This is an optimization exercise on Yosys and OpenROAD, whose aim is a short achievable clock period and few clock cycles, not a production implementation. The RTL was checked by simulation tests, not by an equivalence proof against the original design.

==> exp/delta: inputs <==
==> flow/design.v <==
module stack_core (
    input  wire        clk,
    input  wire        rst,           
    output reg         mem_req,
    output reg         mem_we,
    output reg  [15:0] mem_addr,
    output reg  [15:0] mem_wdata,
    input  wire [15:0] mem_rdata,
    input  wire        mem_ready,
    output reg         out_valid,
    output reg  [15:0] out_data,
    output wire        halted,
    output wire        faulted,
    output reg  [2:0]  fault_kind,
    output reg  [16:0] fault_pc,
    output reg  [16:0] pc,
    output reg  [16:0] sp,
    output reg  [15:0] fp,
    output reg  [31:0] reads,
    output reg  [31:0] writes
);
    localparam [15:0] OP_HALT   = 16'd0,  OP_NOP    = 16'd1,  OP_ADD    = 16'd2,
                      OP_SUB    = 16'd3,  OP_MULT   = 16'd4,  OP_DIV    = 16'd5,
                      OP_CALL   = 16'd6,  OP_RETURN = 16'd7,  OP_JMP    = 16'd8,
                      OP_JEQ    = 16'd9,  OP_PRINTI = 16'd10, OP_PRINTS = 16'd11,
                      OP_PUSHC  = 16'd12, OP_PUSHA  = 16'd13, OP_PUSHR  = 16'd14,
                      OP_POPA   = 16'd15, OP_POPR   = 16'd16;
    localparam [2:0] F_NONE = 3'd0, F_ADDR = 3'd1, F_ARITH = 3'd2,
                     F_STACK_UNDER = 3'd3, F_STACK_OVER = 3'd4;
    localparam [3:0] S_FETCH  = 4'd0,  S_DECODE = 4'd1,  S_IMM    = 4'd2,
                     S_POPA   = 4'd3,  S_POPB   = 4'd4,  S_EXEC   = 4'd5,
                     S_PUSH   = 4'd6,  S_LOAD   = 4'd7,  S_STORE  = 4'd8,
                     S_POPFP  = 4'd9,  S_POPPC  = 4'd10, S_RETCHK = 4'd11,
                     S_HALTED = 4'd12, S_FAULTED = 4'd13;
    reg [3:0]  state;
    reg [15:0] ir;           
    reg [15:0] imm;          
    reg [15:0] opa;          
    reg [15:0] opb;          
    reg [17:0] ea;           
    reg        call_second;  
    assign halted  = (state == S_HALTED);
    assign faulted = (state == S_FAULTED);
    wire signed [17:0] fp_plus_imm = $signed({2'b00, fp}) + $signed({{2{imm[15]}}, imm});
    wire               ea_bad      = ea[17] || ea[16];
    wire signed [16:0] alu_a = {opa[15], opa};
    wire signed [16:0] alu_b = {opb[15], opb};
    wire signed [16:0] div_q = alu_b / alu_a;
    reg  [15:0] alu_res;
    always @(*) begin
        case (ir)
            OP_ADD:  alu_res = opb + opa;
            OP_SUB:  alu_res = opb - opa;
            OP_MULT: alu_res = opb * opa;
            default: alu_res = div_q[15:0];
        endcase
    end
    always @(*) begin
        mem_req   = 1'b0;
        mem_we    = 1'b0;
        mem_addr  = 16'd0;
        mem_wdata = 16'd0;
        case (state)
            S_FETCH, S_IMM: begin
                mem_req  = !pc[16];
                mem_addr = pc[15:0];
            end
            S_POPA, S_POPB, S_POPFP, S_POPPC: begin
                mem_req  = !sp[16];
                mem_addr = sp[15:0];
            end
            S_PUSH: begin
                mem_req   = (sp != 17'd0);
                mem_we    = 1'b1;
                mem_addr  = sp[15:0] - 16'd1;
                mem_wdata = opa;
            end
            S_LOAD: begin
                mem_req  = !ea_bad;
                mem_addr = ea[15:0];
            end
            S_STORE: begin
                mem_req   = !ea_bad;
                mem_we    = 1'b1;
                mem_addr  = ea[15:0];
                mem_wdata = opa;
            end
            default: ;
        endcase
    end
    wire done = mem_req && mem_ready;
    task automatic raise(input [2:0] kind);
        begin
            fault_kind <= kind;
            state      <= S_FAULTED;
        end
    endtask
    always @(posedge clk) begin
        if (rst) begin
            state       <= S_FETCH;
            pc          <= 17'd0;
            sp          <= 17'd65536;
            fp          <= 16'd0;
            reads       <= 32'd0;
            writes      <= 32'd0;
            fault_kind  <= F_NONE;
            fault_pc    <= 17'd0;
            ir          <= 16'd0;
            imm         <= 16'd0;
            opa         <= 16'd0;
            opb         <= 16'd0;
            ea          <= 18'd0;
            call_second <= 1'b0;
            out_valid   <= 1'b0;
            out_data    <= 16'd0;
        end else begin
            out_valid <= 1'b0;
            case (state)
                S_FETCH: begin
                    fault_pc <= pc;
                    if (pc[16]) begin
                        raise(F_ADDR);
                    end else if (done) begin
                        ir    <= mem_rdata;
                        pc    <= pc + 17'd1;
                        reads <= reads + 32'd1;
                        state <= S_DECODE;
                    end
                end
                S_DECODE: begin
                    call_second <= 1'b0;
                    case (ir)
                        OP_HALT: state <= S_HALTED;
                        OP_ADD, OP_SUB, OP_MULT, OP_DIV, OP_PRINTI, OP_JEQ:
                            state <= S_POPA;
                        OP_CALL, OP_RETURN, OP_JMP, OP_PUSHC, OP_PUSHA,
                        OP_PUSHR, OP_POPA, OP_POPR:
                            state <= S_IMM;
                        default: state <= S_FETCH;    
                    endcase
                end
                S_IMM: begin
                    if (pc[16]) begin
                        raise(F_ADDR);
                    end else if (done) begin
                        imm   <= mem_rdata;
                        pc    <= pc + 17'd1;
                        reads <= reads + 32'd1;
                        case (ir)
                            OP_JMP, OP_JEQ: begin
                                pc    <= {1'b0, mem_rdata};
                                state <= S_FETCH;
                            end
                            OP_PUSHC: begin
                                opa   <= mem_rdata;
                                state <= S_PUSH;
                            end
                            OP_PUSHA: begin
                                ea    <= {2'b00, mem_rdata};
                                state <= S_LOAD;
                            end
                            OP_PUSHR: begin
                                ea    <= $signed({2'b00, fp}) + $signed({{2{mem_rdata[15]}}, mem_rdata});
                                state <= S_LOAD;
                            end
                            OP_CALL: begin
                                if (pc[15:0] == 16'hFFFF) begin
                                    pc <= pc + 17'd1;
                                    raise(F_ADDR);
                                end else begin
                                    opa   <= pc[15:0] + 16'd1;
                                    state <= S_PUSH;
                                end
                            end
                            default: state <= S_POPA;    
                        endcase
                    end
                end
                S_POPA: begin
                    if (sp[16]) begin
                        raise(F_STACK_UNDER);
                    end else if (done) begin
                        opa   <= mem_rdata;
                        sp    <= sp + 17'd1;
                        reads <= reads + 32'd1;
                        case (ir)
                            OP_PRINTI: begin
                                out_valid <= 1'b1;
                                out_data  <= mem_rdata;
                                state     <= S_FETCH;
                            end
                            OP_JEQ: begin
                                if (mem_rdata == 16'd0) begin
                                    state <= S_IMM;
                                end else begin
                                    pc    <= pc + 17'd1;
                                    state <= S_FETCH;
                                end
                            end
                            OP_POPA: begin
                                ea    <= {2'b00, imm};
                                state <= S_STORE;
                            end
                            OP_POPR: begin
                                ea    <= fp_plus_imm;
                                state <= S_STORE;
                            end
                            OP_RETURN: begin
                                sp    <= {1'b0, fp};
                                state <= S_POPFP;
                            end
                            default: state <= S_POPB;    
                        endcase
                    end
                end
                S_POPB: begin
                    if (sp[16]) begin
                        raise(F_STACK_UNDER);
                    end else if (done) begin
                        opb   <= mem_rdata;
                        sp    <= sp + 17'd1;
                        reads <= reads + 32'd1;
                        state <= S_EXEC;
                    end
                end
                S_EXEC: begin
                    if (ir == OP_DIV && opa == 16'd0) begin
                        raise(F_ARITH);
                    end else begin
                        opa   <= alu_res;
                        state <= S_PUSH;
                    end
                end
                S_PUSH: begin
                    if (sp == 17'd0) begin
                        raise(F_STACK_OVER);
                    end else if (done) begin
                        sp     <= sp - 17'd1;
                        writes <= writes + 32'd1;
                        if (ir == OP_CALL && !call_second) begin
                            call_second <= 1'b1;
                            opa         <= fp;
                            state       <= S_PUSH;
                        end else if (ir == OP_CALL) begin
                            fp    <= sp[15:0] - 16'd1;
                            pc    <= {1'b0, imm};
                            state <= S_FETCH;
                        end else begin
                            state <= S_FETCH;
                        end
                    end
                end
                S_LOAD: begin
                    if (ea_bad) begin
                        raise(F_ADDR);
                    end else if (done) begin
                        opa   <= mem_rdata;
                        reads <= reads + 32'd1;
                        state <= S_PUSH;
                    end
                end
                S_STORE: begin
                    if (ea_bad) begin
                        raise(F_ADDR);
                    end else if (done) begin
                        writes <= writes + 32'd1;
                        state  <= S_FETCH;
                    end
                end
                S_POPFP: begin
                    if (done) begin    
                        opb   <= mem_rdata;
                        sp    <= sp + 17'd1;
                        reads <= reads + 32'd1;
                        state <= S_POPPC;
                    end
                end
                S_POPPC: begin
                    fp <= opb;
                    if (sp[16]) begin
                        raise(F_STACK_UNDER);
                    end else if (done) begin
                        pc    <= {1'b0, mem_rdata};
                        sp    <= sp + 17'd1;
                        reads <= reads + 32'd1;
                        state <= S_RETCHK;
                    end
                end
                S_RETCHK: begin
                    if (fp_plus_imm[17] || fp_plus_imm[16]) begin
                        raise(F_ADDR);
                    end else begin
                        sp    <= {1'b0, fp_plus_imm[15:0]};
                        ea    <= fp_plus_imm;
                        state <= S_STORE;
                    end
                end
                default: ;    
            endcase
        end
    end
endmodule
==> flow/run.sh <==
#!/bin/bash
# synth_recipe.tcl (not shown) runs the flow's synth.tcl, then flattens the netlist and writes it again
# the make line also repeats each setting of config.mk as NAME=value (left out here)
make -C /OpenROAD-flow-scripts/flow DESIGN_CONFIG=/design/flow/config.mk WORK_HOME=/design/flow/orfs CLKGATE_MAP_FILE= SYNTH_SCRIPT=/design/flow/synth_recipe.tcl finish
==> flow/config.mk <==
export PLATFORM = sky130hd
export DESIGN_NAME = stack_core
export DESIGN_NICKNAME = stack_core
export VERILOG_FILES = /design/flow/design.v
export SDC_FILE = /design/flow/constraint.sdc
export NUM_CORES = 4
export LEC_CHECK = 0
export CAP_MARGIN = 20
export CORE_MARGIN = 2
export CORE_UTILIZATION = 40
export SLEW_MARGIN = 20
==> flow/constraint.sdc <==
create_clock -name core_clock -period 50.0 [get_ports {clk}]
set_input_delay 10.0000 -clock core_clock [delete_from_list [all_inputs] [get_ports {clk}]]
set_output_delay 10.0000 -clock core_clock [all_outputs]
set_load 0.01 [all_outputs]
==> exp/nickel: changes against exp/delta <==
--- a/flow/design.v
+++ b/flow/design.v
@@ -33,3 +33,3 @@
                      S_POPFP  = 4'd9,  S_POPPC  = 4'd10, S_RETCHK = 4'd11,
-                     S_HALTED = 4'd12, S_FAULTED = 4'd13;
+                     S_HALTED = 4'd12, S_FAULTED = 4'd13, S_DIV = 4'd14, S_DIVW = 4'd15;
     reg [3:0]  state;
@@ -45,5 +45,2 @@
     wire               ea_bad      = ea[17] || ea[16];
-    wire signed [16:0] alu_a = {opa[15], opa};
-    wire signed [16:0] alu_b = {opb[15], opb};
-    wire signed [16:0] div_q = alu_b / alu_a;
     reg  [15:0] alu_res;
@@ -53,6 +50,71 @@
             OP_SUB:  alu_res = opb - opa;
-            OP_MULT: alu_res = opb * opa;
-            default: alu_res = div_q[15:0];
+            default: alu_res = opb * opa;
         endcase
     end
+    localparam DIVK = 2;
+    reg [15:0] md_a, md_b;    
+    reg [15:0] md_q;
+    reg [16:0] md_r;
+    reg        md_neg;
+    reg [2:0]  md_cnt;
+    function [18:0] pfx_add;
+        input [17:0] x;
+        input [17:0] y;
+        input        cin;
+        reg   [17:0] g, p, gg, pp;
+        reg   [18:0] c;
+        integer i, d;
+        begin
+            g  = x & y;
+            p  = x ^ y;
+            gg = g;
+            pp = p;
+            for (d = 1; d < 18; d = d * 2)
+                for (i = 17; i >= d; i = i - 1) begin
+                    gg[i] = gg[i] | (pp[i] & gg[i-d]);
+                    pp[i] = pp[i] & pp[i-d];
+                end
+            c[0] = cin;
+            for (i = 0; i < 18; i = i + 1)
+                c[i+1] = gg[i] | (pp[i] & cin);
+            pfx_add = {c[18], p ^ c[17:0]};
+        end
+    endfunction
+    reg  [16:0] dv_r;
+    reg  [16:0] dv_rr;
+    reg  [15:0] dv_b;
+    reg  [15:0] dv_q;
+    reg  [18:0] dv_t;
+    integer j;
+    wire       dv_first = (md_cnt == 3'd0);
+    reg  [2:0] dv_lzc;
+    integer z;
+    always @(*) begin
+        dv_lzc = 3'd0;
+        for (z = 1; z < 16 / DIVK; z = z + 1)
+            if ((md_b >> (16 - DIVK * z)) == 16'd0)
+                dv_lzc = z;
+    end
+    wire [2:0] dv_lz    = dv_first ? dv_lzc : 3'd0;
+    wire [2:0] dv_step  = dv_first ? dv_lz : md_cnt;
+    wire       dv_last  = (dv_step == (16 / DIVK) - 1);
+    always @(*) begin
+        dv_r = md_r;
+        dv_b = md_b << (DIVK * dv_lz);
+        dv_q = md_q;
+        for (j = 0; j < DIVK; j = j + 1) begin
+            dv_rr = {dv_r[15:0], dv_b[15]};
+            dv_b  = {dv_b[14:0], 1'b0};
+            dv_t  = pfx_add({1'b0, dv_rr}, {2'b11, ~md_a}, 1'b1);
+            if (dv_t[18]) begin
+                dv_r = dv_t[16:0];
+                dv_q = {dv_q[14:0], 1'b1};
+            end else begin
+                dv_r = dv_rr;
+                dv_q = {dv_q[14:0], 1'b0};
+            end
+        end
+    end
+    wire [18:0] neg_q  = pfx_add({2'b11, ~md_q}, 18'd0, 1'b1);
+    wire [15:0] div_res = md_neg ? neg_q[15:0] : md_q;
     always @(*) begin
@@ -115,2 +177,8 @@
             out_data    <= 16'd0;
+            md_a        <= 16'd0;
+            md_b        <= 16'd0;
+            md_q        <= 16'd0;
+            md_r        <= 17'd0;
+            md_neg      <= 1'b0;
+            md_cnt      <= 3'd0;
         end else begin
@@ -123,6 +191,15 @@
                     end else if (done) begin
-                        ir    <= mem_rdata;
-                        pc    <= pc + 17'd1;
-                        reads <= reads + 32'd1;
-                        state <= S_DECODE;
+                        ir          <= mem_rdata;
+                        pc          <= pc + 17'd1;
+                        reads       <= reads + 32'd1;
+                        call_second <= 1'b0;
+                        case (mem_rdata)
+                            OP_HALT: state <= S_HALTED;
+                            OP_ADD, OP_SUB, OP_MULT, OP_DIV, OP_PRINTI, OP_JEQ:
+                                state <= S_POPA;
+                            OP_CALL, OP_RETURN, OP_JMP, OP_PUSHC, OP_PUSHA,
+                            OP_PUSHR, OP_POPA, OP_POPR:
+                                state <= S_IMM;
+                            default: state <= S_FETCH;    
+                        endcase
                     end
@@ -130,12 +207,4 @@
                 S_DECODE: begin
-                    call_second <= 1'b0;
-                    case (ir)
-                        OP_HALT: state <= S_HALTED;
-                        OP_ADD, OP_SUB, OP_MULT, OP_DIV, OP_PRINTI, OP_JEQ:
-                            state <= S_POPA;
-                        OP_CALL, OP_RETURN, OP_JMP, OP_PUSHC, OP_PUSHA,
-                        OP_PUSHR, OP_POPA, OP_POPR:
-                            state <= S_IMM;
-                        default: state <= S_FETCH;    
-                    endcase
+                    ea    <= fp_plus_imm;
+                    state <= S_LOAD;
                 end
@@ -162,4 +231,3 @@
                             OP_PUSHR: begin
-                                ea    <= $signed({2'b00, fp}) + $signed({{2{mem_rdata[15]}}, mem_rdata});
-                                state <= S_LOAD;
+                                state <= S_DECODE;    
                             end
@@ -228,2 +296,10 @@
                         raise(F_ARITH);
+                    end else if (ir == OP_DIV) begin
+                        md_a   <= opa[15] ? (16'd0 - opa) : opa;
+                        md_b   <= opb[15] ? (16'd0 - opb) : opb;
+                        md_neg <= opa[15] ^ opb[15];
+                        md_q   <= 16'd0;
+                        md_r   <= 17'd0;
+                        md_cnt <= 3'd0;
+                        state  <= S_DIV;
                     end else begin
@@ -233,2 +309,14 @@
                 end
+                S_DIV: begin
+                    md_r   <= dv_r;
+                    md_b   <= dv_b;
+                    md_q   <= dv_q;
+                    md_cnt <= dv_step + 3'd1;
+                    if (dv_last)
+                        state <= S_DIVW;
+                end
+                S_DIVW: begin
+                    opa   <= div_res;
+                    state <= S_PUSH;
+                end
                 S_PUSH: begin
==> impl_metrics.ini <==
[drt]
wl_met3_mm = 7.67

[setup_path]
worstPathArrival_ns = 3.91
path_depth = 9
cp-endpoint = mem_addr[14]
setup.worst_path.start = sp[0]

[placed_design]
pre_cts_slack_ns = 36.71
routabilityCongestion = 0.957

[floorplanning]
coreArea_um2 = 61600

[cells_and_area]
n_fill_cell = 6210

[synth]
synth_area_um2 = 24900
synth_nets = 3529

[outcome]
status = complete, no violations

[global_routing]
use_met3 = 0.0535

[sta]
hold_ws_ns = 0.452
-- figures above: exp/nickel

==> impl_metrics.ini <==
[floorplanning]
coreArea_um2 = 71400

[synth]
synth-xor-area-share = 0.0852
synth_area_um2 = 28800
synth_nets = 4285

[global_routing]
use_met3 = 0.0319
grt.busiest_layer = met2
grt_pass1_wl_mm = 173
grt_use_met2 = 0.498

[placed_design]
pre_cts_slack_ns = 13.28
routabilityCongestion = 0.980

[sta]
hold_ws_ns = 0.449
setup_viol = 0

[outcome]
status = complete, no violations

[drt]
via_per_inst = 6.03

[setup_path]
setup.worst_path.start = opa[0]
-- figures above: exp/delta

Testbench counts of exp/delta, summed over its fixed seeds: cycles 524,075.
Testbench counts of exp/nickel, summed over its fixed seeds: cycles 423,908.

==> re-timing with driven ports <==
Ports are ideal in the flow. The routed layouts listed here were re-timed in OpenROAD. Step 1 (the two cells are an assumption about what drives the block):
set clk [get_ports {clk}]
set_driving_cell -lib_cell sky130_fd_sc_hd__clkbuf_16 $clk
set_driving_cell -lib_cell sky130_fd_sc_hd__buf_2 [delete_from_list [all_inputs] $clk]
Step 2 moves the port delays by t, midway between the first and last clock arrival at a register: inputs arrive t later, outputs are due t later. That takes back most of the time a late clock gives input paths. Three values: no drivers, after step 1, after step 2; two values: the first two.
run | t (ns) | setup WS [ns] | worst hold slack (ns) | latest minus earliest clock arrival (ns) | slew at the worst register clock pin (ns)
exp/delta | 0.641 | 12.392 / 12.392 / 12.392 | 0.449 / 0.449 / 0.449 | 0.053 / 0.053 | 0.08 / 0.08
exp/nickel | 0.618 | 36.089 / 36.027 / 36.645 | 0.452 / 0.452 / 0.452 | 0.025 / 0.026 | 0.07 / 0.07
After both steps every run listed still meets setup and hold.
